What follows belongs to an exercise in optimizing a design on an open flow for small area, a short achievable clock period and few clock cycles; a production flow would make more cautious choices.
Function was checked by simulation only, so behaviour that the tests miss may differ from the original.
No activity file was given, so power comes from the tool's default toggle rates.

## ndef_dec
module ndef_dec (
    input  wire        clk,
    input  wire        rst,           
    input  wire        req,
    input  wire [7:0]  op,
    input  wire [7:0]  arg,
    output wire        busy,
    output reg         done,
    output reg  [2:0]  res,
    output reg  [3:0]  cause,
    output reg         badtxt,
    output wire [15:0] tb_len,
    output wire [15:0] txt_off,
    output wire [15:0] txt_len,
    output wire [15:0] idx,
    input  wire [15:0] rd_addr,
    output wire [7:0]  rd_data
);
==> flow/config.mk <==
export PLATFORM = sky130hd
export DESIGN_NAME = ndef_dec
export DESIGN_NICKNAME = ndef_dec
export VERILOG_FILES = /design/flow/design.v
export SDC_FILE = /design/flow/constraint.sdc
export NUM_CORES = 4
export LEC_CHECK = 0
export CAP_MARGIN = 20
export CORE_MARGIN = 2
export CORE_UTILIZATION = 60
export CTS_CLUSTER_DIAMETER = 90
export CTS_CLUSTER_SIZE = 28
export SLEW_MARGIN = 20
==> flow/constraint.sdc <==
create_clock -name core_clock -period 10.0 [get_ports {clk}]
set_input_delay 2.0000 -clock core_clock [delete_from_list [all_inputs] [get_ports {clk}]]
set_output_delay 2.0000 -clock core_clock [all_outputs]
set_load 0.01 [all_outputs]
standard.sh (not shown) runs the stock make flow with config.mk's settings and CLKGATE_MAP_FILE= SYNTH_SCRIPT=/design/flow/synth_recipe.tcl, a recipe that flattens the netlist after the stock synthesis.
==> flow/flow/run.sh <==
#!/bin/bash
# The standard layout (standard.sh, with its unchanged synthesis), with
# more timing-repair effort: repair_timing aims for 6.0 ns of setup slack,
# ports are buffered with buf_2, and the resizer may change a cell's footprint.
bash standard.sh SETUP_SLACK_MARGIN=6.0 MATCH_CELL_FOOTPRINT=0 \
    "BUFFER_PORTS_ARGS=-buffer_cell sky130_fd_sc_hd__buf_2" finish > standard.log 2>&1
Testbench counts at the start, summed over its fixed seeds: cycles 15,689.
Edit:
==> flow/flow/run.sh (replaced) <==
#!/bin/bash
# The standard layout (standard.sh, with its unchanged synthesis), with
# more timing-repair effort: repair_timing aims for 6.5 ns of setup slack,
# ports are buffered with buf_2, and the resizer may change a cell's footprint.
bash standard.sh SETUP_SLACK_MARGIN=6.5 MATCH_CELL_FOOTPRINT=0 \
    "BUFFER_PORTS_ARGS=-buffer_cell sky130_fd_sc_hd__buf_2" finish > standard.log 2>&1
--- a/flow/config.mk
+++ b/flow/config.mk
@@ -9,5 +9,5 @@
 export CORE_MARGIN = 2
-export CORE_UTILIZATION = 60
+export CORE_UTILIZATION = 50
 export CTS_CLUSTER_DIAMETER = 90
-export CTS_CLUSTER_SIZE = 28
+export CTS_CLUSTER_SIZE = 24
 export SLEW_MARGIN = 20
Clock power rises by about 7%.
Routed wire length rises by about 27%.
Cell count rises by 7.3%.
Via count rises by 6.9%.
Worst setup slack improves by 0.14 ns.
Edit:
==> flow/flow/run.sh (replaced) <==
#!/bin/bash
# The standard layout (standard.sh, with its unchanged synthesis), with
# more timing-repair effort: repair_timing aims for 6.0 ns of setup slack,
# ports are buffered with buf_2, and the resizer may change a cell's footprint.
bash standard.sh SETUP_SLACK_MARGIN=6.0 MATCH_CELL_FOOTPRINT=0 \
    "BUFFER_PORTS_ARGS=-buffer_cell sky130_fd_sc_hd__buf_2" finish > standard.log 2>&1
--- a/flow/config.mk
+++ b/flow/config.mk
@@ -10,4 +10,4 @@
 export CORE_UTILIZATION = 50
-export CTS_CLUSTER_DIAMETER = 90
-export CTS_CLUSTER_SIZE = 24
+export CTS_CLUSTER_DIAMETER = 100
+export CTS_CLUSTER_SIZE = 30
 export SLEW_MARGIN = 20
Wire length falls by 16%.
Global-route usage falls by 4.6 points.
First-iteration DRC count falls by 27%.
Via count falls by 6.2%.
Clock-buffer cell count falls by 14.
Edit:
--- a/flow/config.mk
+++ b/flow/config.mk
@@ -10,4 +10,4 @@
 export CORE_UTILIZATION = 50
-export CTS_CLUSTER_DIAMETER = 100
-export CTS_CLUSTER_SIZE = 30
+export CTS_CLUSTER_DIAMETER = 90
+export CTS_CLUSTER_SIZE = 24
 export SLEW_MARGIN = 20
What happened: Flip-flop and latch count is unchanged. Cell count goes up by 0.40%. Total power goes up by 2.7%. Die area does not change. Wire length rose by 2.0%. Clock skew came out lower by 0.0078 ns. Cell area went up by about 0.7%.
Edit:
==> flow/flow/run.sh (replaced) <==
#!/bin/bash
# The standard layout (standard.sh, with its unchanged synthesis), with
# more timing-repair effort: repair_timing aims for 6.25 ns of setup slack,
# ports are buffered with buf_2, and the resizer may change a cell's footprint.
bash standard.sh SETUP_SLACK_MARGIN=6.25 MATCH_CELL_FOOTPRINT=0 \
    "BUFFER_PORTS_ARGS=-buffer_cell sky130_fd_sc_hd__buf_2" finish > standard.log 2>&1
--- a/flow/config.mk
+++ b/flow/config.mk
@@ -10,4 +10,4 @@
 export CORE_UTILIZATION = 50
-export CTS_CLUSTER_DIAMETER = 90
-export CTS_CLUSTER_SIZE = 24
+export CTS_CLUSTER_DIAMETER = 100
+export CTS_CLUSTER_SIZE = 30
 export SLEW_MARGIN = 20
Effect: The changed run went through all stages and came out clean; via count is higher by a few percent; count of clock-buffer cells in the layout is lower by 9; power is higher by a few percent; sequential share of layout area is lower by 2.0 points.

[afterwards: timing with drivers on the ports]
Ports are ideal in the flow. The routed layouts listed here were re-timed in OpenROAD. Step 1 (the two cells are an assumption about what drives the block):
set clk [get_ports {clk}]
set_driving_cell -lib_cell sky130_fd_sc_hd__clkbuf_16 $clk
set_driving_cell -lib_cell sky130_fd_sc_hd__buf_2 [delete_from_list [all_inputs] $clk]
Step 2 moves the port delays by t, midway between the first and last clock arrival at a register: inputs arrive t later, outputs are due t later. That takes back most of the time a late clock gives input paths. Slacks: ideal ports / drivers / drivers and shift; pairs: ideal ports / drivers.
run	t (ns)	setup WS [ns]	worst setup path after step 2	clock arrival spread, ns
the first run	0.697	5.992 / 6.037 / 5.340	input to register	0.025 / 0.024
the second run	0.716	6.136 / 6.159 / 5.443	input to register	0.017 / 0.016
the third run	0.694	6.050 / 6.022 / 5.403	input to register	0.034 / 0.034
the fourth run	0.724	6.044 / 6.070 / 5.346	input to register	0.022 / 0.022
the fifth run	0.698	6.132 / 6.163 / 5.466	input to register	0.041 / 0.041
After both steps setup and hold are still met in every run listed. The setup slack of the fourth run, which loses most, moves by +0.026 ns with the drivers and by -0.698 ns with both steps.
